This design comes from an exercise in tuning for small area on the open sky130 flow, not from production work. At most, simulation tests tie the RTL to the original design; equivalence was not proved. For runs 3 to 5, only the layout was checked, not whether the RTL still works. Power is estimated from default activity; no workload was simulated.

### design/flow/run.sh
#!/bin/bash
# synth_recipe.tcl (not shown) runs the flow's synth.tcl, then flattens the netlist and writes it again
# the make line also repeats each setting of config.mk as NAME=value (left out here)
make -C /OpenROAD-flow-scripts/flow DESIGN_CONFIG=/design/flow/config.mk WORK_HOME=/design/flow/orfs CLKGATE_MAP_FILE= SYNTH_SCRIPT=/design/flow/synth_recipe.tcl finish
### design/flow/config.mk
export PLATFORM = sky130hd
export DESIGN_NAME = grbl_stepper
export DESIGN_NICKNAME = grbl_stepper
export VERILOG_FILES = /design/flow/design.v
export SDC_FILE = /design/flow/constraint.sdc
export NUM_CORES = 4
export LEC_CHECK = 0
export CAP_MARGIN = 20
export CORE_MARGIN = 2
export CORE_UTILIZATION = 40
export SLEW_MARGIN = 20
### design/flow/constraint.sdc
create_clock -name core_clock -period 12.5 [get_ports {clk}]
set_input_delay 2.5000 -clock core_clock [delete_from_list [all_inputs] [get_ports {clk}]]
set_output_delay 2.5000 -clock core_clock [all_outputs]
set_load 0.01 [all_outputs]
### design/flow/design.v
module grbl_stepper (
    input  wire        clk,
    input  wire        rst,
    input  wire [5:0]  cfg_invert_mask,
    input  wire        cfg_invert_enable,
    input  wire [15:0] cfg_accel_period,
    input  wire [31:0] cfg_min_rate,
    input  wire        tick,
    input  wire        pulse_reset,
    input  wire        cmd_valid,
    input  wire [7:0]  cmd,
    input  wire [3:0]  seg_head,
    input  wire [2:0]  blk_head,
    output reg  [6:0]  mem_addr,
    input  wire [31:0] mem_rdata,
    output reg  [5:0]  pins,
    output reg         disable_line,
    output reg         tick_enabled,
    output reg  [1:0]  run_state,
    output reg         cycle_stop,
    output reg  [3:0]  fault,
    output reg  [3:0]  seg_tail,
    output reg  [2:0]  blk_tail,
    output reg  [31:0] pos_x,
    output reg  [31:0] pos_y,
    output reg  [31:0] pos_z
);
    localparam N = 10;
    localparam RS_IDLE = 2'd0, RS_QUEUED = 2'd1, RS_RUNNING = 2'd2, RS_HOLD = 2'd3;
    localparam RAMP_CRUISE = 2'd0, RAMP_ACCEL = 2'd1, RAMP_DECEL = 2'd2;
    localparam F_NONE = 4'd0, F_ZERO_STEP = 4'd2, F_BAD_INDEX = 4'd3,
               F_RESERVED = 4'd4, F_NO_BLOCK = 4'd5, F_BAD_BLOCK = 4'd6,
               F_RESET_RUN = 4'd7, F_CONFIG = 4'd9;
    localparam C_INIT = 8'h01, C_RESET = 8'h02, C_WAKE_UP = 8'h03,
               C_GO_IDLE = 8'h04, C_CYCLE_START = 8'h05, C_FEED_HOLD = 8'h06,
               C_REINIT = 8'h07, C_QUEUE = 8'h09, C_CLEAR_STOP = 8'h0A;
    localparam ST_IDLE = 3'd0,   
               ST_SEG  = 3'd1,   
               ST_BLK  = 3'd2,   
               ST_RAMP = 3'd3,   
               ST_RATE = 3'd4,   
               ST_WAIT = 3'd5,   
               ST_STEP = 3'd6;   
    reg [2:0]  state;
    reg [2:0]  sub;
    reg [1:0]  ph;
    reg [31:0] r0, r1, r2, r3;
    reg [31:0] rate;
    reg [15:0] ramp_count;
    reg [1:0]  ramp_state;
    reg [7:0]  segment_steps;
    reg        cur_eob, cur_decel;
    reg [3:0]  cur_data;
    reg        load_pend, load_blk;
    reg [2:0]  b_dir;
    reg [2:0]  sf;             
    reg        staged;
    reg        pulse_armed;
    reg        blk_tick;       
    reg        bad;            
    reg        flag;           
    wire cfg_bad = (cfg_accel_period < 16'd2) | cfg_min_rate[31];
    localparam A_ZERO = 2'd0, A_RATE = 2'd1, A_RING = 2'd2, A_MEM = 2'd3;
    localparam B_ZERO = 2'd0, B_MEM = 2'd1, B_RATE = 2'd2, B_MIN = 2'd3;
    localparam O_SUM = 2'd0, O_B = 2'd1, O_HALF = 2'd2;
    reg [1:0] a_sel, b_sel, o_sel;
    reg       sub_op;          
    reg       cin0;            
    reg       wr_ring, wr_rate;
    reg [31:0] op_a, op_b;
    always @(*) begin
        case (a_sel)
            A_RATE:  op_a = rate;
            A_RING:  op_a = r0;
            A_MEM:   op_a = mem_rdata;
            default: op_a = 32'd0;
        endcase
        case (b_sel)
            B_MEM:   op_b = mem_rdata;
            B_RATE:  op_b = rate;
            B_MIN:   op_b = cfg_min_rate;
            default: op_b = 32'd0;
        endcase
    end
    wire [32:0] alu_s = {1'b0, op_a} + {1'b0, op_b ^ {32{sub_op}}} + {32'd0, sub_op & ~cin0};
    wire        cout = alu_s[32];
    reg  [31:0] alu_out;
    always @(*) begin
        case (o_sel)
            O_B:     alu_out = op_b;
            O_HALF:  alu_out = {1'b0, op_a[31:1]};
            default: alu_out = alu_s[31:0];
        endcase
    end
    function [6:0] blk_a(input [2:0] j, input [2:0] f);
        blk_a = {1'b1, j, f};
    endfunction
    wire [3:0] dat_base = cur_data + 4'd4;
    wire [6:0] dat_dist  = {1'b0, dat_base, 2'd0};
    wire [6:0] dat_init  = {1'b0, dat_base, 2'd1};
    wire [6:0] dat_nom   = {1'b0, dat_base, 2'd2};
    wire [6:0] dat_delta = {1'b0, dat_base, 2'd3};
    wire [15:0] seg_w = mem_rdata[15:0];
    wire [3:0]  seg_fault = (seg_w[15:14] != 2'b00) ? F_RESERVED :
                            (seg_w[11:8] >= N)      ? F_BAD_INDEX :
                            (seg_w[7:0] == 8'd0)    ? F_ZERO_STEP : F_NONE;
    wire [15:0] ap_half = {1'b0, cfg_accel_period[15:1]};
    wire [1:0]  ld_ramp_state = load_blk ? RAMP_ACCEL : ramp_state;
    wire [15:0] ld_ramp_count = load_blk ? ap_half : ramp_count;
    reg  [1:0]  ap_ramp_state;
    reg  [15:0] ap_ramp_count;
    always @(*) begin
        ap_ramp_state = ld_ramp_state;
        ap_ramp_count = ld_ramp_count;
        if (seg_w[13]) begin
            if (ld_ramp_state == RAMP_CRUISE)
                ap_ramp_count = ap_half;
            else if (ld_ramp_state == RAMP_ACCEL)
                ap_ramp_count = cfg_accel_period - ld_ramp_count;
            ap_ramp_state = RAMP_DECEL;
        end
    end
    wire accel_tick = (ramp_state != RAMP_CRUISE) && (ramp_count[15:1] == 15'd0);
    wire is_accel = (ramp_state == RAMP_ACCEL);
    wire [7:0] seg_steps_dec = segment_steps - 8'd1;
    wire [3:0] seg_tail_inc = (seg_tail == N - 1) ? 4'd0 : seg_tail + 4'd1;
    always @(*) begin
        a_sel = A_ZERO; b_sel = B_MEM; o_sel = O_SUM;
        sub_op = 1'b1; cin0 = 1'b0;
        wr_ring = 1'b0; wr_rate = 1'b0;
        mem_addr = {3'b000, seg_tail};
        case (state)
            ST_SEG: mem_addr = blk_a(blk_tail, 3'd3);
            ST_BLK: begin
                case (sub)
                    3'd0: begin                
                        o_sel = O_B; wr_rate = 1'b1;
                        mem_addr = blk_a(blk_tail, 3'd0);
                    end
                    3'd1, 3'd2, 3'd3, 3'd4: begin   
                        a_sel = A_RATE; o_sel = O_HALF;
                        wr_ring = (ph != 2'd0);
                        mem_addr = (sub == 3'd1) ? blk_a(blk_tail, 3'd1) :
                                   (sub == 3'd2) ? blk_a(blk_tail, 3'd2) :
                                   (sub == 3'd3) ? blk_a(blk_tail, 3'd4) : dat_init;
                    end
                    default: begin             
                        o_sel = O_B; wr_rate = 1'b1;
                    end
                endcase
            end
            ST_RAMP: begin
                a_sel = A_RATE; b_sel = B_MIN; o_sel = O_B;
                wr_rate = ~cout;
                mem_addr = accel_tick ? dat_delta : dat_dist;
            end
            ST_RATE: begin
                a_sel = A_RATE;
                case (sub)
                    3'd0: begin
                        sub_op = ~is_accel; cin0 = 1'b1;
                        wr_rate = is_accel;
                        mem_addr = is_accel ? dat_nom : dat_delta;
                    end
                    3'd1: begin
                        if (is_accel) begin
                            o_sel = O_B; wr_rate = cout | flag;
                        end else begin
                            o_sel = flag ? O_SUM : O_HALF; wr_rate = 1'b1;
                        end
                        mem_addr = dat_dist;
                    end
                    default: begin
                        b_sel = B_MIN; o_sel = O_B; wr_rate = ~cout;
                        mem_addr = dat_dist;
                    end
                endcase
            end
            ST_WAIT: begin
                a_sel = blk_tick ? A_MEM : A_RING; b_sel = B_RATE;
                wr_ring = (ph == 2'd0);
                mem_addr = (ph == 2'd0) ? blk_a(blk_tail, 3'd0) : dat_dist;
            end
            ST_STEP: begin
                a_sel = A_RING;
                sub_op = ~sub[2];
                case (sub)
                    3'd1, 3'd2, 3'd3: wr_ring = 1'b1;
                    3'd4: wr_ring = 1'b1;
                    3'd5: wr_ring = sf[0];
                    3'd6: wr_ring = sf[1];
                    default: wr_ring = sf[2];
                endcase
                case (sub)
                    3'd1: mem_addr = blk_a(blk_tail, 3'd1);
                    3'd2: mem_addr = blk_a(blk_tail, 3'd2);
                    3'd3: mem_addr = dat_dist;
                    default: mem_addr = blk_a(blk_tail, 3'd3);
                endcase
            end
            default: ;
        endcase
    end
    always @(posedge clk) begin
        r0 <= r1;
        r1 <= r2;
        r2 <= r3;
        r3 <= wr_ring ? alu_out : r0;
    end
    always @(posedge clk) begin
        if (wr_rate)
            rate <= alu_out;
    end
    wire tick_ok = tick && tick_enabled && (fault == F_NONE) && !pulse_armed &&
                   (state == ST_IDLE);
    task automatic do_init;
        begin
            staged <= 1'b0;
            load_pend <= 1'b1; load_blk <= 1'b1;
            seg_tail <= 4'd0; blk_tail <= 3'd0;
            pos_x <= 32'd0; pos_y <= 32'd0; pos_z <= 32'd0;
            run_state <= RS_IDLE;
            tick_enabled <= 1'b0; pulse_armed <= 1'b0;
            pins <= cfg_invert_mask;
            disable_line <= ~cfg_invert_enable;
            cycle_stop <= 1'b0;
            fault <= F_NONE;
            state <= ST_IDLE;
        end
    endtask
    task automatic go_idle;
        begin
            tick_enabled <= 1'b0;
            disable_line <= ~cfg_invert_enable;
            state <= ST_IDLE;
        end
    endtask
    always @(posedge clk) begin
        if (rst)
            ph <= 2'd0;
        else
            ph <= ph + 2'd1;
    end
    always @(posedge clk) begin
        if (rst) begin
            do_init;
            if (cfg_bad)
                fault <= F_CONFIG;
        end else if (cmd_valid && cmd == C_INIT) begin
            if (cfg_bad)
                fault <= F_CONFIG;
            else
                do_init;
        end else if (fault == F_NONE) begin
            if (pulse_reset && pulse_armed) begin
                pins <= {pins[5:3], cfg_invert_mask[2:0]};
                pulse_armed <= 1'b0;
            end
            if (cmd_valid) begin
                case (cmd)
                    C_RESET: begin
                        if (tick_enabled) begin
                            fault <= F_RESET_RUN;
                        end else begin
                            staged <= 1'b0;
                            load_pend <= 1'b1; load_blk <= 1'b1;
                            seg_tail <= 4'd0;
                        end
                    end
                    C_WAKE_UP: begin
                        disable_line <= cfg_invert_enable;
                        if (run_state == RS_RUNNING && !tick_enabled) begin
                            staged <= 1'b0;
                            tick_enabled <= 1'b1;
                        end
                    end
                    C_GO_IDLE: go_idle;
                    C_CYCLE_START: begin
                        if (run_state == RS_QUEUED) begin
                            run_state <= RS_RUNNING;
                            disable_line <= cfg_invert_enable;
                            if (!tick_enabled) begin
                                staged <= 1'b0;
                                tick_enabled <= 1'b1;
                            end
                        end
                    end
                    C_FEED_HOLD: begin
                        if (run_state == RS_RUNNING)
                            run_state <= RS_HOLD;
                    end
                    C_REINIT: begin
                        if (run_state == RS_HOLD && !tick_enabled)
                            run_state <= RS_IDLE;
                    end
                    C_QUEUE: begin
                        if (run_state == RS_IDLE)
                            run_state <= RS_QUEUED;
                    end
                    C_CLEAR_STOP: begin
                        cycle_stop <= 1'b0;
                        if (run_state == RS_RUNNING && !tick_enabled)
                            run_state <= RS_IDLE;
                    end
                    default: ;
                endcase
            end
            case (state)
                ST_IDLE: begin
                    if (tick_ok) begin
                        if (staged) begin
                            pins <= {b_dir, sf} ^ cfg_invert_mask;
                            pulse_armed <= 1'b1;
                            staged <= 1'b0;
                        end
                        blk_tick <= 1'b0;
                        state <= load_pend ? ST_SEG : ST_RAMP;
                    end
                end
                ST_SEG: begin
                    if (run_state == RS_HOLD) begin
                        go_idle;
                    end else if (seg_tail == seg_head) begin
                        go_idle;
                        cycle_stop <= 1'b1;
                    end else if (seg_fault != F_NONE) begin
                        fault <= seg_fault;
                        state <= ST_IDLE;
                    end else if (load_blk && blk_tail == blk_head) begin
                        fault <= F_NO_BLOCK;
                        state <= ST_IDLE;
                    end else begin
                        segment_steps <= seg_w[7:0];
                        cur_eob <= seg_w[12];
                        cur_decel <= seg_w[13];
                        cur_data <= seg_w[11:8];
                        ramp_state <= ap_ramp_state;
                        ramp_count <= ap_ramp_count;
                        load_pend <= 1'b0;
                        load_blk <= 1'b0;
                        blk_tick <= load_blk;
                        sub <= 3'd0;
                        state <= load_blk ? ST_BLK : ST_RAMP;
                    end
                end
                ST_BLK: begin
                    case (sub)
                        3'd0: bad <= cout | mem_rdata[31];
                        3'd1, 3'd2, 3'd3: bad <= bad | ~cout;
                        3'd4: begin
                            bad <= bad | ((mem_rdata & ~32'h38) != 32'd0);
                            b_dir <= mem_rdata[5:3];
                        end
                        default: ;
                    endcase
                    sub <= sub + 3'd1;
                    if (sub == 3'd5) begin
                        if (bad) begin
                            fault <= F_BAD_BLOCK;
                            state <= ST_IDLE;
                        end else begin
                            sf <= 3'b000;
                            staged <= 1'b1;
                            state <= ST_RAMP;
                        end
                    end
                end
                ST_RAMP: begin
                    if (ramp_state != RAMP_CRUISE)
                        ramp_count <= accel_tick ? cfg_accel_period : ramp_count - 16'd1;
                    sub <= 3'd0;
                    state <= accel_tick ? ST_RATE : ST_WAIT;
                end
                ST_RATE: begin
                    case (sub)
                        3'd0: flag <= cout;
                        3'd1: if (is_accel && (cout | flag)) ramp_state <= RAMP_CRUISE;
                        default: ;
                    endcase
                    sub <= sub + 3'd1;
                    if (sub == 3'd2)
                        state <= ST_WAIT;
                end
                ST_WAIT: begin
                    if (ph == 2'd0) begin
                        if (alu_s[31]) begin
                            segment_steps <= seg_steps_dec;
                            staged <= 1'b1;
                            sub <= 3'd1;
                            state <= ST_STEP;
                        end else begin
                            state <= ST_IDLE;
                        end
                    end
                end
                ST_STEP: begin
                    case (sub)
                        3'd1: begin
                            sf[0] <= alu_s[31];
                            if (alu_s[31]) pos_x <= b_dir[0] ? pos_x - 32'd1 : pos_x + 32'd1;
                        end
                        3'd2: begin
                            sf[1] <= alu_s[31];
                            if (alu_s[31]) pos_y <= b_dir[1] ? pos_y - 32'd1 : pos_y + 32'd1;
                        end
                        3'd3: begin
                            sf[2] <= alu_s[31];
                            if (alu_s[31]) pos_z <= b_dir[2] ? pos_z - 32'd1 : pos_z + 32'd1;
                        end
                        default: ;
                    endcase
                    sub <= sub + 3'd1;
                    if (sub == 3'd7) begin
                        if (segment_steps == 8'd0) begin
                            if (cur_eob) begin
                                blk_tail <= blk_tail + 3'd1;
                                load_blk <= 1'b1;
                            end
                            load_pend <= 1'b1;
                            seg_tail <= seg_tail_inc;
                        end
                        state <= ST_IDLE;
                    end
                end
                default: state <= ST_IDLE;
            endcase
        end
    end
endmodule
==> summary.txt, run 1 <==
Floorplanning
  – Total die area: 55970 um^2
  – Die Ht: 236.6 um
  – Ports: 232
  – Core area: 53600 um^2
  – Die W: 236.6 um
  – Row cnt: 85
  – Initial core utilization: 40.37%

Clocking
  – Clock slew at reported path FFs: 0.06 ns
  – Post-CTS Setup Repair Bufs: 0
  – Number of cells upsized or downsized after cts: 0
  – # hold bufs at CTS: 0
  – Clk buf depth: 3
  – CTS tree: built
  – Worst-skew pair later-pin latency: 0.59 ns
  – TritonCTS buffer count: 40
  – Root buffer cell: clkbuf_16
  – H-tree depth: 2
  – TritonCTS Sinks: 330

Min path
  – WHS Path Cells: 0
  – Min-delay src: r1[20]$_DFF_P_
  – WHS Endpoint: r0[20]$_DFF_P_
  – Tightest Hold Check Type: register to register

Synthesis
  – Synth top area cells: dfxtp_1 (23%), edfxtp_1 (12%), ha_1 (8.7%)
  – Syn avg cell area: 8.333 um^2
  – Yosys top cell area share: about 23%
  – Cells after Synth: about 2600
  – Top_reg_cell synth: dfxtp_1
  – Area leader, netlist: dfxtp_1
  – Most common cell in the netlist: a21oi_1
  – Synth Net Count: 2860
  – Yosys cell types: 80
  – Count of flip-flops with a built-in enable after synthesis: 86
  – Sequential area share after synthesis: between 30% and 40%
  – Flops & latches, synth: 330
  – Cell Area, Synth: 21640 um^2
  – Commonest cells in the netlist: a21oi_1 (283), dfxtp_1 (244), nand2_1 (222)
  – Yosys warns: 1
  – Asr flop ratio synth: 0%

STA
  – Slew HR: 28.43%
  – Final Max Slew Viols: 0
  – # setup viols final: 0
  – Slew @ Worst Pin: 1.067 ns
  – Fin crit share: 65.58%
  – RSZ-0062 raised after global routing: false
  – Final count of hold timing violations: 0
  – Fin crit period: 8.197 ns
  – Setup Skew: between 0.03 and 0.04 ns
  – F_max: 122.0 MHz
  – Setup TNS: 0 ns

Setup path
  – Worst path required time: between 10 and 15 ns
  – Slowest stage delay, CP: slightly below 0.9 ns
  – Worst flop-to-flop path startpoint: state[2]$_SDFFE_PP0P_
  – Kind of critical path: register to register
  – Worst reg2reg setup slack: 4.30 ns
  – Worst r2r dst: rate[3]$_DFFE_PP_
  – Buf/Inv on CP: 6
  – Startpoint types: register
  – Critical path fanouts, max: 35
  – CP delay by family, top: compound AO/OA/AOI/OAI gates
  – Worst EP arrival: between 8 and 9 ns
  – CP dominant cell by count: buf_4
  – Crit end category: register
  – Reg2Reg Depth: 25
  – Critical-path cell with the highest stage delay: a211oi_1

Drt
  – Drt first pass iters: 6
  – Number of vias per cell: 5.830
  – Antenna-violating nets left: 0
  – Drc violations: 0
  – Routed vias: 20410
  – Initial DRC count: ~1400
  – Routed wire length per instance: 19.42 um
  – Drt total wl: 67960 um

Run
  – Max Cap Viol: 0

Place
  – PortBufs: 231
  – Gpl congestion: 0.9057
  – DP HPWL: 48300 um

Cells and area
  – Final nets: 3033
  – Fin util: 48.62%
  – Ratio of cells with drive above 1 in the final layout: a little over 6%
  – Layout area overhead: 20.43%

Status
  – Status: complete, no violations

Global routing
  – First-pass GRT wire length: ~110000 um
  – Gr usage total: 23.53%
  – Vias in the first global route: 19650
  – Initial antenna violation count: 3
  – Largest net degree at the start of global routing: 75
  – Total grt overflow: 0

Pwr
  – P_leak: 10.49 nW
  – Pwr dens: slightly below 100 nW/um^2
  – Worst IR drop on VDD: about 0.09 mV
## worst reg2reg max path, cell delays in order, from the launching register on
cell and delay, ns:
dfxtp_1 0.67, buf_4 0.33, nand2b_1 0.22, nor2_1 0.06, buf_4 0.23, a21oi_4 0.14, buf_4 0.38, inv_1 0.14
nor2_2 0.09, buf_4 0.39, a221oi_1 0.21, xor2_1 0.20, fa_1 0.46, fa_1 0.47, a21oi_1 0.21, o21ai_0 0.13
a2111oi_0 0.63, o31ai_1 0.16, a21oi_1 0.30, o21ai_0 0.28, a21oi_1 0.20, o21ai_0 0.18, a211oi_1 0.89, a21oi_1 0.25
a21oi_4 0.15, buf_4 0.44
## area by class of cell
| type | instances | area, um^2 |
|---|---|---|
| fill | 5192 | 27540 |
| multi-input combinational | 2070 | 13530 |
| sequential | 330 | 7467 |
| timing repair buffer | 260 | 2527 |
| clock buffer | 54 | 1166 |
| tap | 696 | 870.8 |
| inverter | 68 | 255.2 |
| clock inverter | 20 | 235.2 |
| antenna | 2 | 5.005 |
## through the flow
step / power, mW / std cells / hold slack [ns] / instance area, um^2 / setup slack, ns
finish: 2.537 / 3500 / 0.3170 / 26060 / 4.303
global placement: 1.321 / 3424 / 0.3102 / 24640 / 3.920
floorplan: 1.242 / 2597 / 0.3096 / 21640 / 4.281
CTS: 2.574 / 3498 / 0.3207 / 26040 / 4.354
detailed placement: 1.325 / 3424 / 0.3121 / 24640 / 3.817
global route: 2.631 / 3499 / 0.3273 / 26060 / 3.727
## cells in the final DEF (no fill, tap or decap), types with 24 or more instances in the layout
master             n
buf_4             30
dfxtp_1          244
xnor2_1          107
nor2b_1           68
inv_1             66
ha_1             149
clkbuf_16         42
a31oi_1           28
nor3_1            70
a221oi_1          34
edfxtp_1          86
nand2_1          222
xor2_1            56
o21ai_0          146
a21oi_1          279
nand2b_1          30
nand3_1          178
a21o_1            76
nor4_1            27
mux2i_1           24
mux2_2            33
clkdlybuf4s50_1  230
nor2_1           193
a221o_1           26
## metal layers
| metal | up-vias | track usage [%] | wire [um] |
|---|---|---|---|
| met4 | 2 | 7.461 | 1621 |
| met5 | - | 0 | 10 |
| met2 | 703 | 38.69 | 30850 |
| met1 | 9682 | 31.68 | 30910 |
| met3 | 96 | 3.614 | 4571 |
| li1 | 9923 | - | - |
## kinds of logic after synthesis
family,share of synthesized area [%]
adders and majority gates,9.228
xor gates and xnor gates,6.597
AOI/OAI and AO/OA,22.86
DFF,34.51
muxes,2.931
buffers and inverters,3.463
and+or+nand+nor,20.41
## how the worst max path moves through the flow
stage | end | cells past startpoint | from
after floorplan | rate[0]$_DFFE_PP_ | 16 | cfg_min_rate[0]
after global placement | rate[18]$_DFFE_PP_ | 17 | mem_rdata[0]
after detailed placement | rate[20]$_DFFE_PP_ | 17 | mem_rdata[0]
after CTS | rate[3]$_DFFE_PP_ | 25 | state[2]$_SDFFE_PP0P_
after global routing | rate[3]$_DFFE_PP_ | 25 | state[2]$_SDFFE_PP0P_
final | rate[3]$_DFFE_PP_ | 25 | state[2]$_SDFFE_PP0P_
## where the power goes
part	internal, mW	switching, mW
Sequential	1.11	0.00514
Combinational	0.0892	0.0998
Clock	0.743	0.490
## state kept, by name (all words and copies together) (netlist names), 4 cells and up
signal and count:
r3 32, r0 32, r2 32, pos_x 32, pins 6, rate 32
r1 32, segment_steps 8, cur_data 4, fault 4, seg_tail 4, ramp_count 16
pos_y 32, pos_z 32
==> inputs of run 2 (changes only) <==
--- a/design/flow/design.v
+++ b/design/flow/design.v
@@ -122,6 +122,17 @@
     end
     wire accel_tick = (ramp_state != RAMP_CRUISE) && (ramp_count[15:1] == 15'd0);
     wire is_accel = (ramp_state == RAMP_ACCEL);
+    wire        do_init = rst | (cmd_valid && cmd == C_INIT && !cfg_bad);
+    wire [31:0] pos_sel = (sub[1:0] == 2'd1) ? pos_x : (sub[1:0] == 2'd2) ? pos_y : pos_z;
+    wire        pos_dir = (sub[1:0] == 2'd1) ? b_dir[0] : (sub[1:0] == 2'd2) ? b_dir[1] : b_dir[2];
+    wire [31:0] pos_nxt = pos_sel + {{31{pos_dir}}, 1'b1};
+    wire [31:0] pos_d = pos_nxt & {32{~do_init}};
+    wire        pos_step = (state == ST_STEP) && alu_s[31] && (fault == F_NONE);
+    always @(posedge clk) begin
+        if (do_init | (pos_step && sub == 3'd1)) pos_x <= pos_d;
+        if (do_init | (pos_step && sub == 3'd2)) pos_y <= pos_d;
+        if (do_init | (pos_step && sub == 3'd3)) pos_z <= pos_d;
+    end
     wire [7:0] seg_steps_dec = segment_steps - 8'd1;
     wire [3:0] seg_tail_inc = (seg_tail == N - 1) ? 4'd0 : seg_tail + 4'd1;
     always @(*) begin
@@ -213,12 +224,11 @@
     end
     wire tick_ok = tick && tick_enabled && (fault == F_NONE) && !pulse_armed &&
                    (state == ST_IDLE);
-    task automatic do_init;
+    task automatic init_regs;
         begin
             staged <= 1'b0;
             load_pend <= 1'b1; load_blk <= 1'b1;
             seg_tail <= 4'd0; blk_tail <= 3'd0;
-            pos_x <= 32'd0; pos_y <= 32'd0; pos_z <= 32'd0;
             run_state <= RS_IDLE;
             tick_enabled <= 1'b0; pulse_armed <= 1'b0;
             pins <= cfg_invert_mask;
@@ -243,14 +253,14 @@
     end
     always @(posedge clk) begin
         if (rst) begin
-            do_init;
+            init_regs;
             if (cfg_bad)
                 fault <= F_CONFIG;
         end else if (cmd_valid && cmd == C_INIT) begin
             if (cfg_bad)
                 fault <= F_CONFIG;
             else
-                do_init;
+                init_regs;
         end else if (fault == F_NONE) begin
             if (pulse_reset && pulse_armed) begin
                 pins <= {pins[5:3], cfg_invert_mask[2:0]};
@@ -397,15 +407,12 @@
                     case (sub)
                         3'd1: begin
                             sf[0] <= alu_s[31];
-                            if (alu_s[31]) pos_x <= b_dir[0] ? pos_x - 32'd1 : pos_x + 32'd1;
                         end
                         3'd2: begin
                             sf[1] <= alu_s[31];
-                            if (alu_s[31]) pos_y <= b_dir[1] ? pos_y - 32'd1 : pos_y + 32'd1;
                         end
                         3'd3: begin
                             sf[2] <= alu_s[31];
-                            if (alu_s[31]) pos_z <= b_dir[2] ? pos_z - 32'd1 : pos_z + 32'd1;
                         end
                         default: ;
                     endcase
==> summary.txt, run 2 <==
Floorplanning
  – Ports: ~230
  – Die Ht: 225.1 um
  – Core area: 48650 um^2
  – Total die area: ~51000 um^2
  – Die W: 225.1 um
  – Initial core utilization: 40.21%
  – Row cnt: a little over 80

Pwr
  – Seq pwr share: 44.5%
  – Switch Pwr: between 0.6 and 0.7 mW
  – Clock power share: 41.5%
  – P_leak: 9.092 nW
  – Int Pwr: 2.055 mW
  – Pwr dens: 115.8 nW/um^2
  – Sw Share: approximately a quarter
  – Combinational Power Share: 14.0%
  – Worst IR drop on VDD: 0.09984 mV

Synthesis
  – Synth top area cells: edfxtp_1 (28%), dfxtp_1 (15%), ha_1 (5.8%)
  – Synth Net Count: 2284
  – Count of flip-flops with a built-in enable after synthesis: 182
  – Yosys warns: 1
  – Area leader, netlist: edfxtp_1
  – Syn avg cell area: approximately 9.4 um^2
  – Most common cell in the netlist: nand2_1
  – Commonest cells in the netlist: nand2_1 (218), edfxtp_1 (182), nor2_1 (182)
  – Yosys top cell area share: 27.94%
  – Cell Area, Synth: 19560 um^2
  – Top_reg_cell synth: edfxtp_1
  – Sequential area share after synthesis: 43.09%
  – Yosys cell types: 92
  – Cells after Synth: 2083
  – Flops & latches, synth: 330
  – Asr flop ratio synth: 0%

Global routing
  – Vias in the first global route: 16680
  – Met1 Use GR: 33.21%
  – GR Layer Usage met3: ~3.8%
  – Largest net degree at the start of global routing: 81
  – Met2 Track Usage GR: 38.39%
  – Initial antenna violation count: 3
  – First-pass GRT wire length: around 96000 um
  – Top Usage Layer GRT: met2
  – Gr usage total: between 20 and 25%
  – Total grt overflow: 0

Setup path
  – Critical path fanouts, max: 34
  – Kind of critical path: register to register
  – Startpoint types: register
  – Worst path required time: 12.68 ns
  – Worst reg2reg setup slack: 5.14 ns
  – Worst EP arrival: 7.54 ns
  – Crit end category: register

Cells and area
  – Commonest non-fill, non-tap cell in the layout: clkdlybuf4s50_1
  – Final nets: 2469
  – Finished Layout Cells: 2920
  – Ratio of cells with drive above 1 in the final layout: under 10%
  – Multi-input logic area: 10370 um^2
  – Register area: 8428 um^2
  – Fin area: 23630 um^2
  – Most frequent cells in the layout: clkdlybuf4s50_1 (231), nand2_1 (218), nor2_1 (182), edfxtp_1 (182), o21ai_0 (174)
  – Layout area overhead: 20.82%
  – Fillers: 4605

STA
  – F_max: roughly 140 MHz
  – Setup TNS: 0 ns
  – Slew @ Worst Pin: 1.176 ns
  – Final count of hold timing violations: 0
  – Final Max Slew Viols: 0
  – Setup Skew: 0.02443 ns
  – Fin crit share: 58.91%
  – # setup viols final: 0
  – Fin crit period: between 7 and 8 ns
  – RSZ-0062 raised after global routing: false
  – Slew HR: 20.56%

Clocking
  – Clock slew at reported path FFs: 0.06 ns
  – Root buffer cell: clkbuf_16
  – CTS tree: built
  – Post-CTS Setup Repair Bufs: 0
  – Clk buf depth: 3
  – H-tree depth: 2
  – # hold bufs at CTS: 0
  – TritonCTS Sinks: 330
  – Number of cells upsized or downsized after cts: 0
  – Worst-skew pair later-pin latency: approximately 0.56 ns
  – TritonCTS buffer count: 37

Place
  – DP HPWL: approximately 45000 um
  – Gpl congestion: approximately 0.92
  – Placed Cells: ~2900
  – PortBufs: 231
  – Placed cell areas: 22350 um^2

Drt
  – Routed vias: 17080
  – Initial DRC count: 1511
  – Drt first pass iters: 6
  – Number of vias per cell: 5.848
  – Drt total wl: 62140 um
  – Drc violations: 0
  – Antenna-violating nets left: 0
  – Routed wire length per instance: between 20 and 25 um

Min path
  – Tightest Hold Check Type: register to register

Run
  – Max Cap Viol: 0

Status
  – Status: complete, no violations
## run 2: final timing paths
kind,start,to,cells after the start
min,r2[23]$_DFF_P_,r1[23]$_DFF_P_,0
max reg2reg,state[1]$_SDFFE_PP0P_,rate[8]$_DFFE_PP_,20
min reg2reg,r2[23]$_DFF_P_,r1[23]$_DFF_P_,0
max,state[1]$_SDFFE_PP0P_,rate[8]$_DFFE_PP_,20
## run 2: cells by family (layout without fill, tap and decap cells)
kind of cell / Yosys count / after routing / synth area share, %
buf+inv: 184 / 397 / 4.203
compound gates: 624 / 624 / 20.75
simple gates: 628 / 628 / 14.91
mux: 108 / 108 / 5.738
fa+ha+maj: 94 / 94 / 6.167
flops: 330 / 330 / 43.09
other cells: 0 / 2 / 0
xor+xnor: 115 / 115 / 5.150
## run 2: stage by stage
step	hold slack (ns)	worst slack (ns)	utilization, %	total power [mW]
3_5_place_dp	0.3121	4.758	45.94	1.622
4_1_cts	0.3209	5.191	48.56	2.763
3_3_place_gp	0.3099	4.816	45.93	1.615
2_1_floorplan	0.3096	4.126	-	1.443
5_1_grt	0.3240	4.696	48.58	2.842
6_report	0.3220	5.137	48.58	2.736
## run 2: critical path: stages (launching register included)
cell	delay, ns
dfxtp_1	0.74
nor2b_1	0.41
nand2_1	0.61
o21ai_4	0.21
buf_4	0.60
mux2i_1	0.15
o21ai_0	0.30
xnor2_1	0.14
fa_1	0.46
fa_1	0.41
nand2b_1	0.18
a21oi_1	0.23
o21ai_1	0.15
a211oi_2	0.24
o21ai_0	0.23
o41a_1	0.41
a21oi_1	0.27
a31oi_1	0.28
nor4b_1	0.26
o31ai_4	0.17
buf_4	0.50
## run 2: cell type report
type / count / share of cell area, %
inverter: 74 / 1.175
clock buffer: 54 / 4.622
tap: 622 / 3.293
multi-input combinational: 1569 / 43.87
sequential: 330 / 35.67
timing repair buffer: 256 / 10.58
antenna: 2 / 0.02118
clock inverter: 13 / 0.7731
## run 2: layer usage
metal / vias up / wire length [um]
met3: 102 / 4382
met5: - / 13
met1: 8161 / 27780
met4: 2 / 1882
met2: 736 / 28080
li1: 8074 / -
## run 2: power groups by stage
stage / sequential, mW / clock [mW] / combinational (mW)
floorplan: 1.25 / 0 / 0.189
global placement: 1.24 / 0 / 0.375
detailed placement: 1.24 / 0 / 0.381
CTS: 1.22 / 1.16 / 0.383
global route: 1.22 / 1.20 / 0.418
finish: 1.22 / 1.14 / 0.383
==> inputs of run 3 (changes only) <==
--- a/design/flow/design.v
+++ b/design/flow/design.v
@@ -60,35 +60,58 @@
     reg        bad;            
     reg        flag;           
     wire cfg_bad = (cfg_accel_period < 16'd2) | cfg_min_rate[31];
-    localparam A_ZERO = 2'd0, A_RATE = 2'd1, A_RING = 2'd2, A_MEM = 2'd3;
-    localparam B_ZERO = 2'd0, B_MEM = 2'd1, B_RATE = 2'd2, B_MIN = 2'd3;
-    localparam O_SUM = 2'd0, O_B = 2'd1, O_HALF = 2'd2;
-    reg [1:0] a_sel, b_sel, o_sel;
+    localparam A_ZERO = 3'd0, A_RATE = 3'd1, A_RING = 3'd2, A_MEM = 3'd3,
+               A_AP = 3'd4, A_CNT = 3'd5;
+    localparam B_ZERO = 3'd0, B_MEM = 3'd1, B_RATE = 3'd2, B_MIN = 3'd3,
+               B_CNT = 3'd4, B_APH = 3'd5;
+    localparam O_SUM = 2'd0, O_B = 2'd1, O_HALF = 2'd2, O_A = 2'd3;
+    reg [2:0] a_sel, b_sel;
+    reg [1:0] o_sel;
     reg       sub_op;          
     reg       cin0;            
-    reg       wr_ring, wr_rate;
+    reg       wr_ring, wr_rate, wr_cnt;
     reg [31:0] op_a, op_b;
     always @(*) begin
         case (a_sel)
             A_RATE:  op_a = rate;
             A_RING:  op_a = r0;
             A_MEM:   op_a = mem_rdata;
+            A_AP:    op_a = {16'd0, cfg_accel_period};
+            A_CNT:   op_a = {16'd0, ramp_count};
             default: op_a = 32'd0;
         endcase
         case (b_sel)
             B_MEM:   op_b = mem_rdata;
             B_RATE:  op_b = rate;
             B_MIN:   op_b = cfg_min_rate;
+            B_CNT:   op_b = {16'd0, ramp_count};
+            B_APH:   op_b = {17'd0, cfg_accel_period[15:1]};
             default: op_b = 32'd0;
         endcase
     end
-    wire [32:0] alu_s = {1'b0, op_a} + {1'b0, op_b ^ {32{sub_op}}} + {32'd0, sub_op & ~cin0};
+    wire [31:0] add_b = op_b ^ {32{sub_op}};
+    wire [31:0] add_g = op_a & add_b;
+    wire [31:0] add_p = op_a ^ add_b;
+    wire [16:0] add_c;
+    wire [31:0] add_cb;
+    assign add_c[0] = sub_op & ~cin0;
+    genvar gi;
+    generate
+        for (gi = 0; gi < 16; gi = gi + 1) begin : g_add
+            assign add_cb[2*gi]   = add_c[gi];
+            assign add_cb[2*gi+1] = add_g[2*gi] | (add_p[2*gi] & add_c[gi]);
+            assign add_c[gi+1] = add_g[2*gi+1] | (add_p[2*gi+1] & add_g[2*gi]) |
+                                 (add_p[2*gi+1] & add_p[2*gi] & add_c[gi]);
+        end
+    endgenerate
+    wire [32:0] alu_s = {add_c[16], add_p ^ add_cb};
     wire        cout = alu_s[32];
     reg  [31:0] alu_out;
     always @(*) begin
         case (o_sel)
             O_B:     alu_out = op_b;
             O_HALF:  alu_out = {1'b0, op_a[31:1]};
+            O_A:     alu_out = op_a;
             default: alu_out = alu_s[31:0];
         endcase
     end
@@ -104,28 +127,24 @@
     wire [3:0]  seg_fault = (seg_w[15:14] != 2'b00) ? F_RESERVED :
                             (seg_w[11:8] >= N)      ? F_BAD_INDEX :
                             (seg_w[7:0] == 8'd0)    ? F_ZERO_STEP : F_NONE;
-    wire [15:0] ap_half = {1'b0, cfg_accel_period[15:1]};
     wire [1:0]  ld_ramp_state = load_blk ? RAMP_ACCEL : ramp_state;
-    wire [15:0] ld_ramp_count = load_blk ? ap_half : ramp_count;
-    reg  [1:0]  ap_ramp_state;
-    reg  [15:0] ap_ramp_count;
-    always @(*) begin
-        ap_ramp_state = ld_ramp_state;
-        ap_ramp_count = ld_ramp_count;
-        if (seg_w[13]) begin
-            if (ld_ramp_state == RAMP_CRUISE)
-                ap_ramp_count = ap_half;
-            else if (ld_ramp_state == RAMP_ACCEL)
-                ap_ramp_count = cfg_accel_period - ld_ramp_count;
-            ap_ramp_state = RAMP_DECEL;
-        end
-    end
+    wire [1:0]  ap_ramp_state = seg_w[13] ? RAMP_DECEL : ld_ramp_state;
+    wire seg_ok = (run_state != RS_HOLD) && (seg_tail != seg_head) &&
+                  (seg_fault == F_NONE) && !(load_blk && blk_tail == blk_head);
     wire accel_tick = (ramp_state != RAMP_CRUISE) && (ramp_count[15:1] == 15'd0);
     wire is_accel = (ramp_state == RAMP_ACCEL);
     wire        do_init = rst | (cmd_valid && cmd == C_INIT && !cfg_bad);
     wire [31:0] pos_sel = (sub[1:0] == 2'd1) ? pos_x : (sub[1:0] == 2'd2) ? pos_y : pos_z;
     wire        pos_dir = (sub[1:0] == 2'd1) ? b_dir[0] : (sub[1:0] == 2'd2) ? b_dir[1] : b_dir[2];
-    wire [31:0] pos_nxt = pos_sel + {{31{pos_dir}}, 1'b1};
+    wire [31:0] pos_q = pos_sel ^ {32{pos_dir}};
+    wire [32:0] pos_t;
+    assign pos_t[0] = 1'b1;
+    generate
+        for (gi = 0; gi < 32; gi = gi + 1) begin : g_pos
+            assign pos_t[gi+1] = pos_t[gi] & pos_q[gi];
+        end
+    endgenerate
+    wire [31:0] pos_nxt = pos_sel ^ pos_t[31:0];
     wire [31:0] pos_d = pos_nxt & {32{~do_init}};
     wire        pos_step = (state == ST_STEP) && alu_s[31] && (fault == F_NONE);
     always @(posedge clk) begin
@@ -138,10 +157,22 @@
     always @(*) begin
         a_sel = A_ZERO; b_sel = B_MEM; o_sel = O_SUM;
         sub_op = 1'b1; cin0 = 1'b0;
-        wr_ring = 1'b0; wr_rate = 1'b0;
+        wr_ring = 1'b0; wr_rate = 1'b0; wr_cnt = 1'b0;
         mem_addr = {3'b000, seg_tail};
         case (state)
-            ST_SEG: mem_addr = blk_a(blk_tail, 3'd3);
+            ST_SEG: begin
+                mem_addr = blk_a(blk_tail, 3'd3);
+                a_sel = A_AP;
+                if (load_blk) begin
+                    if (seg_w[13]) b_sel = B_APH;
+                    else o_sel = O_HALF;
+                    wr_cnt = seg_ok;
+                end else if (seg_w[13]) begin
+                    if (ramp_state == RAMP_CRUISE) o_sel = O_HALF;
+                    else b_sel = B_CNT;
+                    wr_cnt = seg_ok && (ramp_state != RAMP_DECEL);
+                end
+            end
             ST_BLK: begin
                 case (sub)
                     3'd0: begin                
@@ -156,13 +187,19 @@
                                    (sub == 3'd3) ? blk_a(blk_tail, 3'd4) : dat_init;
                     end
                     default: begin             
-                        o_sel = O_B; wr_rate = 1'b1;
+                        a_sel = A_MEM; b_sel = B_MIN;
+                        o_sel = cout ? O_A : O_B; wr_rate = 1'b1;
                     end
                 endcase
             end
             ST_RAMP: begin
-                a_sel = A_RATE; b_sel = B_MIN; o_sel = O_B;
-                wr_rate = ~cout;
+                b_sel = B_ZERO;
+                if (accel_tick) begin
+                    a_sel = A_AP; sub_op = 1'b0;
+                end else begin
+                    a_sel = A_CNT; cin0 = 1'b1;
+                end
+                wr_cnt = (ramp_state != RAMP_CRUISE);
                 mem_addr = accel_tick ? dat_delta : dat_dist;
             end
             ST_RATE: begin
@@ -221,6 +258,8 @@
     always @(posedge clk) begin
         if (wr_rate)
             rate <= alu_out;
+        if (wr_cnt)
+            ramp_count <= alu_out[15:0];
     end
     wire tick_ok = tick && tick_enabled && (fault == F_NONE) && !pulse_armed &&
                    (state == ST_IDLE);
@@ -345,7 +384,6 @@
                         cur_decel <= seg_w[13];
                         cur_data <= seg_w[11:8];
                         ramp_state <= ap_ramp_state;
-                        ramp_count <= ap_ramp_count;
                         load_pend <= 1'b0;
                         load_blk <= 1'b0;
                         blk_tick <= load_blk;
@@ -376,8 +414,6 @@
                     end
                 end
                 ST_RAMP: begin
-                    if (ramp_state != RAMP_CRUISE)
-                        ramp_count <= accel_tick ? cfg_accel_period : ramp_count - 16'd1;
                     sub <= 3'd0;
                     state <= accel_tick ? ST_RATE : ST_WAIT;
                 end
--- a/design/flow/config.mk
+++ b/design/flow/config.mk
@@ -5,7 +5,9 @@
 export SDC_FILE = /design/flow/constraint.sdc
 export NUM_CORES = 4
 export LEC_CHECK = 0
+export ABC_AREA = 1
 export CAP_MARGIN = 20
 export CORE_MARGIN = 2
 export CORE_UTILIZATION = 40
+export CTS_BUF_LIST = sky130_fd_sc_hd__clkbuf_2 sky130_fd_sc_hd__clkbuf_4
 export SLEW_MARGIN = 20
==> summary.txt, run 3 <==
STA
  – F_max: 105.4 MHz
  – Fin crit share: 75.90%
  – Slew @ Worst Pin: 1.120 ns
  – Minimum hold slack: 0.3050 ns
  – Slew HR: 25.06%
  – Final count of hold timing violations: 0
  – Setup Skew: roughly 0.054 ns
  – Fin crit period: between 9 and 10 ns
  – # setup viols final: 0
  – Setup TNS: 0 ns
  – Final Max Slew Viols: 0
  – RSZ-0062 raised after global routing: false

Floorplanning
  – Total die area: 46250 um^2
  – Row cnt: 77
  – Die W: roughly 220 um
  – Die Ht: 215.1 um
  – Core area: around 44000 um^2
  – Initial core utilization: 40.38%
  – Ports: 232

Pwr
  – Power Total: 2.413 mW
  – Worst IR drop on VDD: around 0.066 mV
  – P_leak: 9.016 nW
  – Pwr dens: 109.8 nW/um^2

Drt
  – Routed vias: 16530
  – Initial DRC count: ~1400
  – Drt first pass iters: 6
  – Drc violations: 0
  – Drt total wl: 61330 um
  – Routed wire length per instance: 20.40 um
  – Number of vias per cell: 5.499
  – Antenna-violating nets left: 0

Cells and area
  – Layout area overhead: 23.39%
  – Fin area: roughly 22000 um^2
  – Register area: approximately 8400 um^2
  – Commonest non-fill, non-tap cell in the layout: nand2_1
  – Most frequent cells in the layout: nand2_1 (386), inv_1 (247), clkdlybuf4s50_1 (231)
  – Final nets: 2500
  – Finished Layout Cells: 3006
  – Multi-input logic area: 8084 um^2
  – Ratio of cells with drive above 1 in the final layout: 10.77%
  – Fillers: between 4000 and 5000

Place
  – Placed cell areas: 20750 um^2
  – PortBufs: 231
  – Placed Cells: 2833
  – DP HPWL: about 43000 um
  – Gpl congestion: 0.9295

Synthesis
  – Top_reg_cell synth: edfxtp_1
  – Commonest cells in the netlist: nand2_1 (386), inv_1 (248), edfxtp_1 (182)
  – Most common cell in the netlist: nand2_1
  – Yosys warns: 1
  – Count of flip-flops with a built-in enable after synthesis: 182
  – Syn avg cell area: 8.603 um^2
  – Flops & latches, synth: 330
  – Sequential area share after synthesis: about 47%
  – Cells after Synth: 2071
  – Synth top area cells: edfxtp_1 (31%), dfxtp_1 (17%), nand2_1 (8.1%)
  – Cell Area, Synth: 17820 um^2
  – Synth Net Count: 2237
  – Asr flop ratio synth: 0%
  – Yosys top cell area share: 30.67%
  – Yosys cell types: 63
  – Area leader, netlist: edfxtp_1

Clocking
  – CTS tree: built
  – # hold bufs at CTS: 0
  – Root buffer cell: clkbuf_4
  – Post-CTS Setup Repair Bufs: 0
  – Clock slew at reported path FFs: 0.06 ns
  – Number of cells upsized or downsized after cts: 0
  – TritonCTS buffer count: 91
  – Clk buf depth: 3
  – H-tree depth: 3
  – Worst-skew pair later-pin latency: 0.80 ns
  – TritonCTS Sinks: 330

Status
  – Status: complete, no violations

Min path
  – WHS Path Cells: 0
  – Tightest Hold Check Type: register to register

Setup path
  – Worst EP arrival: 9.99 ns
  – Crit end category: register
  – Kind of critical path: primary input to register
  – Critical path fanouts, max: 64
  – Worst reg2reg setup slack: between 3 and 4 ns
  – CP dominant cell by count: nand2_1
  – Slowest stage delay, CP: about 0.86 ns
  – Startpoint types: primary input
  – Reg2Reg Depth: 57
  – Worst path required time: 13.00 ns
  – Critical-path cell with the highest stage delay: nor2_1

Global routing
  – Total grt overflow: 0
  – Initial antenna violation count: 2
  – First-pass GRT wire length: 93920 um
  – Largest net degree at the start of global routing: 65
  – Gr usage total: 26.07%
  – Vias in the first global route: about 16000

Run
  – Max Cap Viol: 0
run 3: changes by cell type in the layout (fill, tap and decap cells not counted), moves of 34 or more:
cell / delta
nand4_1: +41
a21oi_1: -83
o21ai_0: -79
mux2i_1: -84
nor2_1: -34
nand3_1: +135
xnor2_1: -64
ha_1: -45
clkbuf_16: -39
nand2_1: +168
clkbuf_4: +120
inv_1: +175
run 3: cells by family after synthesis:
kind of cell / share of synthesized area (%)
xor gates and xnor gates: 3.834
buffers and inverters: 7.725
and+or+nand+nor: 23.10
AOI/OAI and AO/OA: 13.22
adders and majority gates: 4.817
DFF: 47.30
run 3: power breakdown:
part	internal, mW	switching [mW]	leakage (nW)	total [mW]
Sequential	1.17	0.0152	3.01	1.18
Combinational	0.0977	0.107	5.29	0.205
Clock	0.541	0.484	0.721	1.02
run 3: area by class of cell:
class                           instances  area share [%]
Tap cell                              592           3.369
Sequential cell                       330           38.34
Antenna cell                            1         0.01138
Clock inverter                         52           1.508
Clock buffer                          120           4.098
Inverter                              260           4.445
Multi-Input combinational cell       1395           36.77
Timing Repair Buffer                  256           11.46
run 3: routing by layer:
layer | up-vias | routed length [um] | global-route usage [%]
met3 | 183 | 4962 | 5.152
met1 | 7782 | 25870 | 33.99
li1 | 7718 | - | -
met5 | - | 0 | 0
met4 | 0 | 2571 | 12.34
met2 | 848 | 27930 | 41.68
run 3: per-stage QoR:
step	util, %	setup WS [ns]
6_report	49.82	3.013
5_1_grt	49.82	2.034
4_1_cts	49.82	3.137
3_5_place_dp	47.03	2.411
3_3_place_gp	46.96	2.373
2_1_floorplan	-	2.847
run 3: path summary, 6_finish.rpt:
check                   startpoint                 endpoint
hold / removal      r3[12]$_DFF_P_           r2[12]$_DFF_P_
setup / recovery     mem_rdata[13]  ramp_count[3]$_DFFE_PP_
setup reg to reg  sub[0]$_DFFE_PP_      pos_x[12]$_DFFE_PP_
hold reg to reg     r3[12]$_DFF_P_           r2[12]$_DFF_P_
run 3: worst max-delay path: cells and delay by family:
family	cells	cell delay [ns]
AND/OR/NAND/NOR	37	4.86
adder cells (fa/ha/maj)	1	0.28
XOR/XNOR	1	0.30
AO/OA/AOI/OAI	4	0.80
buffers and inverters	5	1.12
==> inputs of run 4 (changes only) <==
==> design/flow/config.mk (replaced) <==
export PLATFORM = sky130hd
export DESIGN_NAME = grbl_stepper
export DESIGN_NICKNAME = grbl_stepper
export VERILOG_FILES = /design/flow/design.v
export SDC_FILE = /design/flow/constraint.sdc
export NUM_CORES = 4
export LEC_CHECK = 0
export CAP_MARGIN = 20
export CORE_MARGIN = 2
export CORE_UTILIZATION = 40
export SLEW_MARGIN = 20
==> summary.txt, run 4 <==
Place
  – Placed Cells: 2521
  – PortBufs: roughly 230
  – DP HPWL: 39090 um
  – Gpl congestion: about 0.89

Synthesis
  – Top_reg_cell synth: edfxtp_1
  – Synth Net Count: approximately 1900
  – Yosys cell types: 86
  – Area leader, netlist: edfxtp_1
  – Cells after Synth: ~1800
  – Flops & latches, synth: 330
  – Sequential area share after synthesis: 47.13%
  – Asr flop ratio synth: 0%
  – Synth top area cells: edfxtp_1 (31%), dfxtp_1 (17%), mux2i_1 (6.8%)
  – Yosys top cell area share: 30.56%
  – Count of flip-flops with a built-in enable after synthesis: 182
  – Most common cell in the netlist: nand2_1
  – Syn avg cell area: 10.14 um^2
  – Yosys warns: 1
  – Commonest cells in the netlist: nand2_1 (188), edfxtp_1 (182), nor2_1 (157)
  – Cell Area, Synth: 17880 um^2

Clocking
  – Post-CTS Setup Repair Bufs: 0
  – TritonCTS Sinks: 330
  – Clk buf depth: 3
  – CTS tree: built
  – Number of cells upsized or downsized after cts: 0
  – Worst-skew pair later-pin latency: ~0.56 ns
  – Root buffer cell: clkbuf_16
  – TritonCTS buffer count: 38
  – # hold bufs at CTS: 0
  – Clock slew at reported path FFs: approximately 0.060 ns
  – H-tree depth: 2

Drt
  – Routed wire length per instance: 20.85 um
  – Routed vias: 14550
  – Number of vias per cell: around 5.6
  – Initial DRC count: around 1100
  – Drt total wl: 54030 um
  – Drc violations: 0
  – Antenna-violating nets left: 0
  – Drt first pass iters: 6

Setup path
  – Crit end category: register
  – Critical path fanouts, max: 32
  – Worst r2r dst: pos_y[19]$_DFFE_PP_
  – Kind of critical path: primary input to register
  – Crit path from: mem_rdata[13]
  – Worst setup path endpoint: pos_y[19]$_DFFE_PP_
  – CP Cell Sequence: clkdlybuf4s50_1 -> o31ai_1 -> or2_1 -> and4_4 -> a221oi_4 -> buf_4 -> nor3_2 -> a221oi_1 -> inv_1 -> ha_1 -> and3_1 -> and3_1 -> nor2b_1 -> a311oi_2 -> a21oi_1 -> nor2_1 -> o21bai_1 -> a21oi_1 -> fa_1 -> xor2_1 -> nor2_1 -> a31o_2
  – Startpoint types: primary input
  – Worst flop-to-flop path startpoint: state[1]$_SDFFE_PP0P_
  – Worst reg2reg setup slack: 4.54 ns
  – Critical-path cell with the highest stage delay: a31o_2
  – Worst EP arrival: ~10 ns
  – Worst path required time: 12.67 ns
  – Reg2Reg Depth: 21
  – Slowest stage delay, CP: 0.89 ns

STA
  – Slew HR: 25.47%
  – Fin crit period: 9.801 ns
  – Setup TNS: 0 ns
  – RSZ-0062 raised after global routing: false
  – Setup Skew: 0.01775 ns
  – Slew @ Worst Pin: 1.118 ns
  – # setup viols final: 0
  – Final Max Slew Viols: 0
  – Fin crit share: 78.41%
  – F_max: around 100 MHz
  – Final count of hold timing violations: 0

Floorplanning
  – Total die area: 46420 um^2
  – Die Ht: roughly 220 um
  – Row cnt: 77
  – Initial core utilization: 40.44%
  – Core area: about 44000 um^2
  – Ports: between 200 and 250
  – Die W: 215.4 um

Global routing
  – First-pass GRT wire length: a little over 80000 um
  – Largest net degree at the start of global routing: 56
  – Total grt overflow: 0
  – Vias in the first global route: 14170
  – Gr usage total: about 23%
  – Initial antenna violation count: 0

Pwr
  – Sw Share: 23.07%
  – P_leak: 8.586 nW
  – Combinational Power Share: 9.5%
  – Int Pwr: between 1.5 and 2 mW
  – Worst IR drop on VDD: about 0.09 mV
  – Switch Pwr: 0.5998 mW
  – Seq pwr share: 46.2%
  – Power Total: 2.600 mW
  – Clock power share: between 40% and 50%
  – Pwr dens: about 120 nW/um^2

Cells and area
  – Ant diodes: 0
  – Ratio of cells with drive above 1 in the final layout: 8.804%
  – Most frequent cells in the layout: clkdlybuf4s50_1 (231), nand2_1 (188), edfxtp_1 (182)
  – Finished Layout Cells: 2591
  – Layout area overhead: 23.77%
  – Fin util: 50.06%
  – Fillers: between 4000 and 5000
  – Commonest non-fill, non-tap cell in the layout: clkdlybuf4s50_1
  – Final nets: 2135

Run
  – Max Cap Viol: 0

Min path
  – WHS Path Cells: 0
  – Tightest Hold Check Type: register to register

Status
  – Status: complete, no violations
run 4: cell count changes after synthesis, sizes merged, moves of 33 or more:
cell / before / now
nand2: 407 / 189
inv: 257 / 80
nand3: 172 / 21
mux2i: 0 / 122
mux2: 0 / 53
nand4: 50 / 13
xnor2: 11 / 44
run 4: routing by layer:
layer	up-vias	wire [um]	track usage, %
li1	6847	-	-
met1	7007	24250	30.82
met2	590	24510	36.44
met3	102	3687	4.299
met4	0	1582	7.839
met5	-	0	0
run 4: worst min path at each step:
stage,slack [ns],from,end
CTS,0.32,r2[18]$_DFF_P_,r1[18]$_DFF_P_
finish,0.32,r2[18]$_DFF_P_,r1[18]$_DFF_P_
floorplan,0.31,r1[0]$_DFF_P_,r0[0]$_DFF_P_
detailed placement,0.31,r2[12]$_DFF_P_,r1[12]$_DFF_P_
global route,0.32,r3[19]$_DFF_P_,r2[19]$_DFF_P_
global placement,0.31,r3[5]$_DFF_P_,r2[5]$_DFF_P_
run 4: cells by family after synthesis:
kind of cell	count (synthesis)	share of synthesized area, %
flip-flops	330	47.13
multiplexers	175	10.19
buffers and inverters	170	3.939
AO/OA/AOI/OAI	393	15.10
AND/OR/NAND/NOR	534	13.80
XOR/XNOR	103	5.044
adder cells (fa/ha/maj)	59	4.800
run 4: area by class of cell:
type                            instances  area, um^2  share of cell area [%]
Clock buffer                           55        1130                   5.104
Timing Repair Buffer                  255        2512                   11.35
Multi-Input combinational cell       1264        8848                   39.98
Inverter                               80       300.3                   1.357
Tap cell                              592       740.7                   3.346
Clock inverter                         15       175.2                  0.7914
Sequential cell                       330        8428                   38.08
run 4: power by group through the flow:
stage,clock network [mW],registers [mW],logic [mW]
5_1_grt,1.22,1.20,0.266
6_report,1.15,1.20,0.246
4_1_cts,1.18,1.20,0.247
2_1_floorplan,0,1.23,0.0982
3_5_place_dp,0,1.22,0.246
3_3_place_gp,0,1.22,0.242
run 4: worst max-delay path: cells and delay by family:
family | cells | cell delay (ns)
AO/OA/AOI/OAI | 8 | 3.10
AND/OR/NAND/NOR | 8 | 2.26
buffers and inverters | 3 | 1.38
adder cells (fa/ha/maj) | 2 | 0.53
XOR/XNOR | 1 | 0.14
run 4: through the flow:
stage,hold WS [ns],cell area (um^2),worst slack [ns]
final,0.3157,22140,2.699
after detailed placement,0.3121,20830,2.231
after CTS,0.3180,22140,2.794
after global placement,0.3098,20800,2.194
after global routing,0.3236,22140,2.345
after floorplan,0.3096,17880,2.641
==> inputs of run 5 (changes only) <==
==> design/flow/flow/run.sh (new file) <==
#!/bin/bash
# Standard ORFS layout with two changes: the port buffers are the smallest
# buffer cell (repair may still upsize them), and the clock tree is built
# from small clock buffers with larger sink clusters and no dummy loads.
set -euo pipefail
export BUFFER_PORTS_ARGS="-buffer_cell sky130_fd_sc_hd__buf_1"
export CTS_ARGS="-sink_clustering_enable -repair_clock_nets -buf_list {sky130_fd_sc_hd__clkbuf_4 sky130_fd_sc_hd__clkbuf_8} -sink_clustering_size 20 -sink_clustering_max_diameter 80 -dont_use_dummy_load"
bash standard.sh > standard.log 2>&1
==> design/flow/standard.sh (new file) <==
#!/bin/bash
# synth_recipe.tcl (not shown) runs the flow's synth.tcl, then flattens the netlist and writes it again
# the make line also repeats each setting of config.mk as NAME=value (left out here)
make -C /OpenROAD-flow-scripts/flow DESIGN_CONFIG=/design/flow/config.mk WORK_HOME=/design/flow/orfs CLKGATE_MAP_FILE= SYNTH_SCRIPT=/design/flow/synth_recipe.tcl "${@:-finish}"
removed: design/flow/run.sh
==> summary.txt, run 5 <==
STA
  – Setup TNS: 0 ns
  – Slew @ Worst Pin: 0.9738 ns
  – Final Max Slew Viols: 0
  – RSZ-0062 raised after global routing: false
  – Final count of hold timing violations: 0
  – # setup viols final: 0
  – F_max: 106.6 MHz
  – Minimum hold slack: 0.3109 ns
  – Fin crit share: around 75%
  – Fin crit period: 9.382 ns
  – Setup Skew: about 0.065 ns
  – Slew HR: 35.08%

Pwr
  – Power Total: approximately 1.9 mW
  – Worst IR drop on VDD: 0.1019 mV
  – Pwr dens: 95.01 nW/um^2
  – P_leak: 7.500 nW

Floorplanning
  – Core area: roughly 44000 um^2
  – Die W: 215.4 um
  – Initial core utilization: 40.44%
  – Ports: 232
  – Die Ht: approximately 220 um
  – Total die area: 46420 um^2
  – Row cnt: 77

Synthesis
  – Commonest cells in the netlist: nand2_1 (188), edfxtp_1 (182), nor2_1 (157)
  – Yosys top cell area share: 30.56%
  – Synth Net Count: a little under 2000
  – Sequential area share after synthesis: 47.13%
  – Synth top area cells: edfxtp_1 (31%), dfxtp_1 (17%), mux2i_1 (6.8%)
  – Count of flip-flops with a built-in enable after synthesis: 182
  – Area leader, netlist: edfxtp_1
  – Most common cell in the netlist: nand2_1
  – Top_reg_cell synth: edfxtp_1
  – Cells after Synth: 1764
  – Flops & latches, synth: 330
  – Syn avg cell area: 10.14 um^2
  – Cell Area, Synth: 17880 um^2
  – Yosys cell types: 86
  – Asr flop ratio synth: 0%
  – Yosys warns: 1

Drt
  – Routed vias: 14320
  – Drt total wl: 52410 um
  – Drt first pass iters: 6
  – Routed wire length per instance: 20.59 um
  – Number of vias per cell: 5.625
  – Drc violations: 0
  – Antenna-violating nets left: 0
  – Initial DRC count: 1200

Clocking
  – H-tree depth: 1
  – Clk buf depth: 3
  – Number of cells upsized or downsized after cts: 0
  – # hold bufs at CTS: 0
  – Post-CTS Setup Repair Bufs: 0
  – Root buffer cell: clkbuf_8
  – Worst-skew pair later-pin latency: 0.62 ns
  – TritonCTS buffer count: 22
  – Clock slew at reported path FFs: around 0.11 ns
  – TritonCTS Sinks: 330
  – CTS tree: built

Setup path
  – Critical path fanouts, max: 27
  – Kind of critical path: primary input to register
  – Worst EP arrival: slightly below 10 ns
  – Worst path required time: approximately 13 ns
  – Startpoint types: primary input
  – Crit end category: register

Global routing
  – Gr usage total: roughly 22%
  – Total grt overflow: 0
  – Largest net degree at the start of global routing: 56
  – Vias in the first global route: 13780
  – Initial antenna violation count: 3
  – First-pass GRT wire length: between 70000 and 80000 um

Cells and area
  – Final nets: between 2000 and 2500
  – Commonest non-fill, non-tap cell in the layout: buf_1
  – Ratio of cells with drive above 1 in the final layout: 7.125%
  – Most frequent cells in the layout: buf_1 (231), nand2_1 (188), edfxtp_1 (182)
  – Layout area overhead: 10.19%
  – Fillers: roughly 4300

Place
  – DP HPWL: 38250 um
  – PortBufs: 231
  – Gpl congestion: about 0.90

Run
  – Max Cap Viol: 0

Status
  – Status: complete, no violations

Min path
  – Tightest Hold Check Type: register to register
run 5: critical path, cell delays in order:
cell      delay (ns)
buf_1           0.38
o31ai_1         0.17
or2_1           0.56
and4_4          0.43
a221oi_4        0.61
buf_4           0.49
nor3_2          0.24
a221oi_1        0.53
inv_1           0.12
ha_1            0.31
and3_1          0.20
and3_1          0.19
nor2b_1         0.14
a311oi_2        0.49
a21oi_1         0.13
nor2_1          0.22
o21bai_1        0.11
a21oi_1         0.21
fa_1            0.22
xor2_1          0.13
nor2_1          0.29
nand2_1         0.21
o21ai_4         0.55
buf_16          0.24
run 5: through the flow:
step | instances | util, % | worst slack [ns] | cell area, um^2
after floorplan | 1764 | - | 2.641 | 17880
after global placement | 2519 | 43.76 | 2.649 | 19350
after detailed placement | 2520 | 43.82 | 2.578 | 19380
after CTS | 2542 | 44.50 | 3.235 | 19680
after global routing | 2545 | 44.56 | 2.625 | 19710
final | 2545 | 44.56 | 3.118 | 19710
run 5: final cells by class:
type	count	area (um^2)	share of cell area [%]
diodes	2	5.005	0.02540
clock buffers	22	302.8	1.537
inverters	80	300.3	1.524
multi-input cells	1264	8848	44.90
flip-flops and latches	330	8428	42.77
well taps	592	740.7	3.759
repair buffers	255	1080	5.480
run 5: report_power, final:
part	internal, mW	leakage [nW]	switching (mW)	total (mW)
registers	1.18	3.03	0.0178	1.20
logic	0.0664	4.32	0.124	0.190
clock network	0.159	0.158	0.327	0.486
run 5: final timing paths:
kind | endpoint | from | slack [ns] | cells after the start
min | r2[1]$_DFF_P_ | r3[1]$_DFF_P_ | 0.31 | 0
max reg2reg | pos_x[10]$_DFFE_PP_ | state[1]$_SDFFE_PP0P_ | 4.51 | 23
max | pos_x[10]$_DFFE_PP_ | mem_rdata[13] | 3.12 | 24
min reg2reg | r2[1]$_DFF_P_ | r3[1]$_DFF_P_ | 0.31 | 0
run 5: metal layers:
layer  part of all wire (%)  global-route usage, %
met1                     44                  29.68
met2                     46                  35.61
met3                    7.4                  3.834
met4                    2.9                  6.644
met5                      0                      0
run 5: cells by family (layout without fill, tap and decap cells):
family	count (synthesis)	count (layout)	synth area share [%]
simple gates	534	534	13.80
compound gates	393	393	15.10
flops	330	330	47.13
mux	175	175	10.19
buf+inv	170	357	3.939
xor+xnor	103	103	5.044
fa+ha+maj	59	59	4.800
other cells	0	2	0

-- port drivers added, routing unchanged --
The results above use ideal ports. As a check the final layouts listed here were re-extracted and re-timed, cells and wires unchanged.
Step 1 (the two cells are an assumption about what drives the block):
set clk [get_ports {clk}]
set_driving_cell -lib_cell sky130_fd_sc_hd__clkbuf_16 $clk
set_driving_cell -lib_cell sky130_fd_sc_hd__buf_2 [delete_from_list [all_inputs] $clk]
Step 2 also shifts input and output timing later by t, the mid clock arrival at the registers, as if the neighbouring blocks saw the same clock.
a / b / c = ideal / step 1 / step 2; a / b = the first two.
| run | t (ns) | slack for setup (ns) | worst hold slack (ns) | worst setup path after step 2 |
|---|---|---|---|---|
| run 1 | 0.634 | 4.303 / 4.303 / 3.697 | 0.317 / 0.317 / 0.317 | input to register |
| run 2 | 0.609 | 5.137 / 5.137 / 4.665 | 0.322 / 0.322 / 0.322 | input to register |
| run 3 | 0.824 | 3.013 / 2.998 / 2.175 | 0.305 / 0.305 / 0.305 | input to register |
| run 4 | 0.604 | 2.699 / 2.730 / 2.126 | 0.316 / 0.316 / 0.316 | input to register |
| run 5 | 0.637 | 3.118 / 3.102 / 2.465 | 0.311 / 0.311 / 0.311 | input to register |
After both steps setup and hold are still met in every run listed. For run 3, which loses most, drivers alone change the setup slack by -0.015 ns; drivers and shift together by -0.838 ns.
